This design comes from an exercise in tuning for small area, a short achievable clock period and few clock cycles per item on the open sky130 flow, not from production work. Only simulation tests tie the RTL to the original design; equivalence was not proved.

Design dec32, start of the top module:
module dec32 (
    input  wire        clk,
    input  wire        rst,
    input  wire        in_valid,
    output wire        in_ready,
    input  wire [31:0] in_value,
    output wire        out_valid,
    input  wire        out_ready,
    output wire [3:0]  out_len,
    output wire [87:0] out_str
);
    reg  ov;                
    wire adv = ~ov | out_ready;
    reg  [31:0] isk_x;      
    reg         isk_v;      
    reg         isk_r;      
    always @(posedge clk) if (~isk_v) isk_x <= in_value;
    always @(posedge clk)
        if (rst) isk_v <= 1'b0; else isk_v <= ~adv & (isk_v | in_valid);
    always @(posedge clk)
        if (rst) isk_r <= 1'b0; else isk_r <= ~adv & (isk_r | in_valid);
    assign in_ready = ~isk_r;
    wire [31:0] in_x = isk_v ? isk_x : in_value;
    wire        in_v = isk_v | in_valid;
    reg  [31:0] r0_x;
    reg         r0_v;
    always @(posedge clk) if (adv) r0_x <= in_x;
    always @(posedge clk) if (rst) r0_v <= 1'b0; else if (adv) r0_v <= in_v;
    wire        neg0 = r0_x[31];
    wire [31:0] mag  = neg0 ? (~r0_x + 32'd1) : r0_x;
    wire d1_0_0 = mag[31];
    wire d2_0_0 = mag[30];
    wire d2_0_1 = d1_0_0;
    wire d3_0_0 = mag[29];
    wire d3_0_1 = d2_0_0;
    wire d3_0_2 = d2_0_1;
    wire d4_0_0 = mag[28];
    wire d4_0_1 = d3_0_0;
    wire d4_0_2 = d3_0_1;
    wire d4_0_3 = d3_0_2;
    reg [3:0] a5_0;
    always @(*) case ({d4_0_3, d4_0_2, d4_0_1, d4_0_0})
        4'd0: a5_0 = 4'd0;
        4'd1: a5_0 = 4'd1;
        4'd2: a5_0 = 4'd2;
        4'd3: a5_0 = 4'd3;
        4'd4: a5_0 = 4'd4;
        4'd5: a5_0 = 4'd8;
        4'd6: a5_0 = 4'd9;
        4'd7: a5_0 = 4'd10;
        4'd8: a5_0 = 4'd11;
        4'd9: a5_0 = 4'd12;
        4'd10: a5_0 = 4'd11;
        4'd11: a5_0 = 4'd12;
  ...
Size: roughly 130 I/O pins.
Settings: LEC_CHECK=0, ABC_AREA=1, CAP_MARGIN=20, CORE_MARGIN=2, CORE_UTILIZATION=50, CTS_CLUSTER_DIAMETER=60, CTS_CLUSTER_SIZE=30, SLEW_MARGIN=20; clock period 10.0 ns.
standard.sh (not shown) runs the stock make flow with config.mk's settings and CLKGATE_MAP_FILE= SYNTH_SCRIPT=/design/flow/synth_recipe.tcl, a recipe that flattens the netlist after the stock synthesis.
==> flow/flow/run.sh <==
#!/bin/bash
# The standard layout (the standard.sh, standard synthesis included), with
# ORFS's timing repair aimed at a setup slack of 6.85 ns instead of 0 so that
# it works toward a shorter achieved period. The clock period and the SDC are
# unchanged. Every port still gets its own buffer (a buf_2 rather than the
# default pick). standard.sh's full output goes to standard.log.
export SETUP_SLACK_MARGIN=6.85
export BUFFER_PORTS_ARGS="-buffer_cell sky130_fd_sc_hd__buf_2"
bash standard.sh > standard.log 2>&1
Testbench counts at the start, summed over its fixed seeds: cycles 2,104, items 2,048.
Edit:
--- a/flow/config.mk
+++ b/flow/config.mk
@@ -10,5 +10,3 @@
 export CORE_MARGIN = 2
 export CORE_UTILIZATION = 50
-export CTS_CLUSTER_DIAMETER = 60
-export CTS_CLUSTER_SIZE = 30
 export SLEW_MARGIN = 20
What happened:
- The changed run completed with no timing, DRC or antenna violations
- die area stays the same
- wire length came out higher by about 0.8%
- worst hold slack is about the same
- final cell count hardly moves
- count of clock-buffer cells in the layout grows by 17
- fmax goes up by 0.78%
- non-clock buffer count fell by 3
- register-to-register slack hardly moves

---

## red
dec32 again, from the RTL that the note above started with.
==> flow/config.mk <==
export PLATFORM = sky130hd
export DESIGN_NAME = dec32
export DESIGN_NICKNAME = dec32
export VERILOG_FILES = /design/flow/design.v
export SDC_FILE = /design/flow/constraint.sdc
export NUM_CORES = 4
export LEC_CHECK = 0
export ABC_AREA = 1
export CAP_MARGIN = 20
export CORE_MARGIN = 2
export CORE_UTILIZATION = 50
export CTS_CLUSTER_DIAMETER = 60
export CTS_CLUSTER_SIZE = 20
export SLEW_MARGIN = 20
==> flow/constraint.sdc <==
create_clock -name core_clock -period 10.0 [get_ports {clk}]
set_input_delay 2.0000 -clock core_clock [delete_from_list [all_inputs] [get_ports {clk}]]
set_output_delay 2.0000 -clock core_clock [all_outputs]
set_load 0.01 [all_outputs]
Scripts as last shown in full above: flow/flow/run.sh
red: no failed stages, no open violations at the end
Testbench counts of red, summed over its fixed seeds: cycles 2,104, items 2,048.
Setup changes, red to blue
-- flow/config.mk --
<<< red, line 9
export CAP_MARGIN = 20
>>> blue, line 9
export CAP_MARGIN = 5
<<< red, line 12
export CTS_CLUSTER_DIAMETER = 60
export CTS_CLUSTER_SIZE = 20
export SLEW_MARGIN = 20
>>> blue, line 12
export CTS_CLUSTER_DIAMETER = 100
export CTS_CLUSTER_SIZE = 25
export SLEW_MARGIN = 5
## What came out
blue reached the final stage; the timing, DRC and antenna checks on its layout passed. | routed wire length | red vs blue | ≈ equal |. Of blue and red, the run reporting the lower count of non-CTS buffers in the layout was red. blue has maximum single-stage delay on the critical path above what red had. Via count delta (red -> blue): insignificant. blue and red ended up with nearly the same proportion of layout cells with a drive suffix above 1. Summary of the comparison: wire length of the first global-routing pass is lower in blue, relative to red. Going from red to blue, via count of the first global-routing pass shrank slightly. Sequential share of layout area ends up lower on red.

==> afterwards: timing with drivers on the ports <==
Ports are ideal in the flow. The routed layouts listed here were re-timed in OpenROAD.
Step 1 (the two cells are an assumption about what drives the block):
set clk [get_ports {clk}]
set_driving_cell -lib_cell sky130_fd_sc_hd__clkbuf_16 $clk
set_driving_cell -lib_cell sky130_fd_sc_hd__buf_2 [delete_from_list [all_inputs] $clk]
Step 2 times the ports against the registers' clock, not the clock port: input delays grow and output delays shrink by t, the midpoint of the rising clock arrivals with the driver on.
Slacks: no drivers / after step 1 / after step 2; pairs: no drivers / after step 1.
run	t (ns)	slack for setup (ns)	worst slew at a driven data input, ns
the first run of note 1	0.623	6.839 / 6.781 / 6.441	0.05
the second run of note 1	0.591	6.863 / 6.808 / 6.444	0.05
red	0.623	6.838 / 6.782 / 6.446	0.05
blue	0.587	6.844 / 6.787 / 6.453	0.05
After both steps every run listed still meets setup and hold. For the second run of note 1, which loses most, drivers alone change the setup slack by -0.055 ns; drivers and shift together by -0.419 ns.
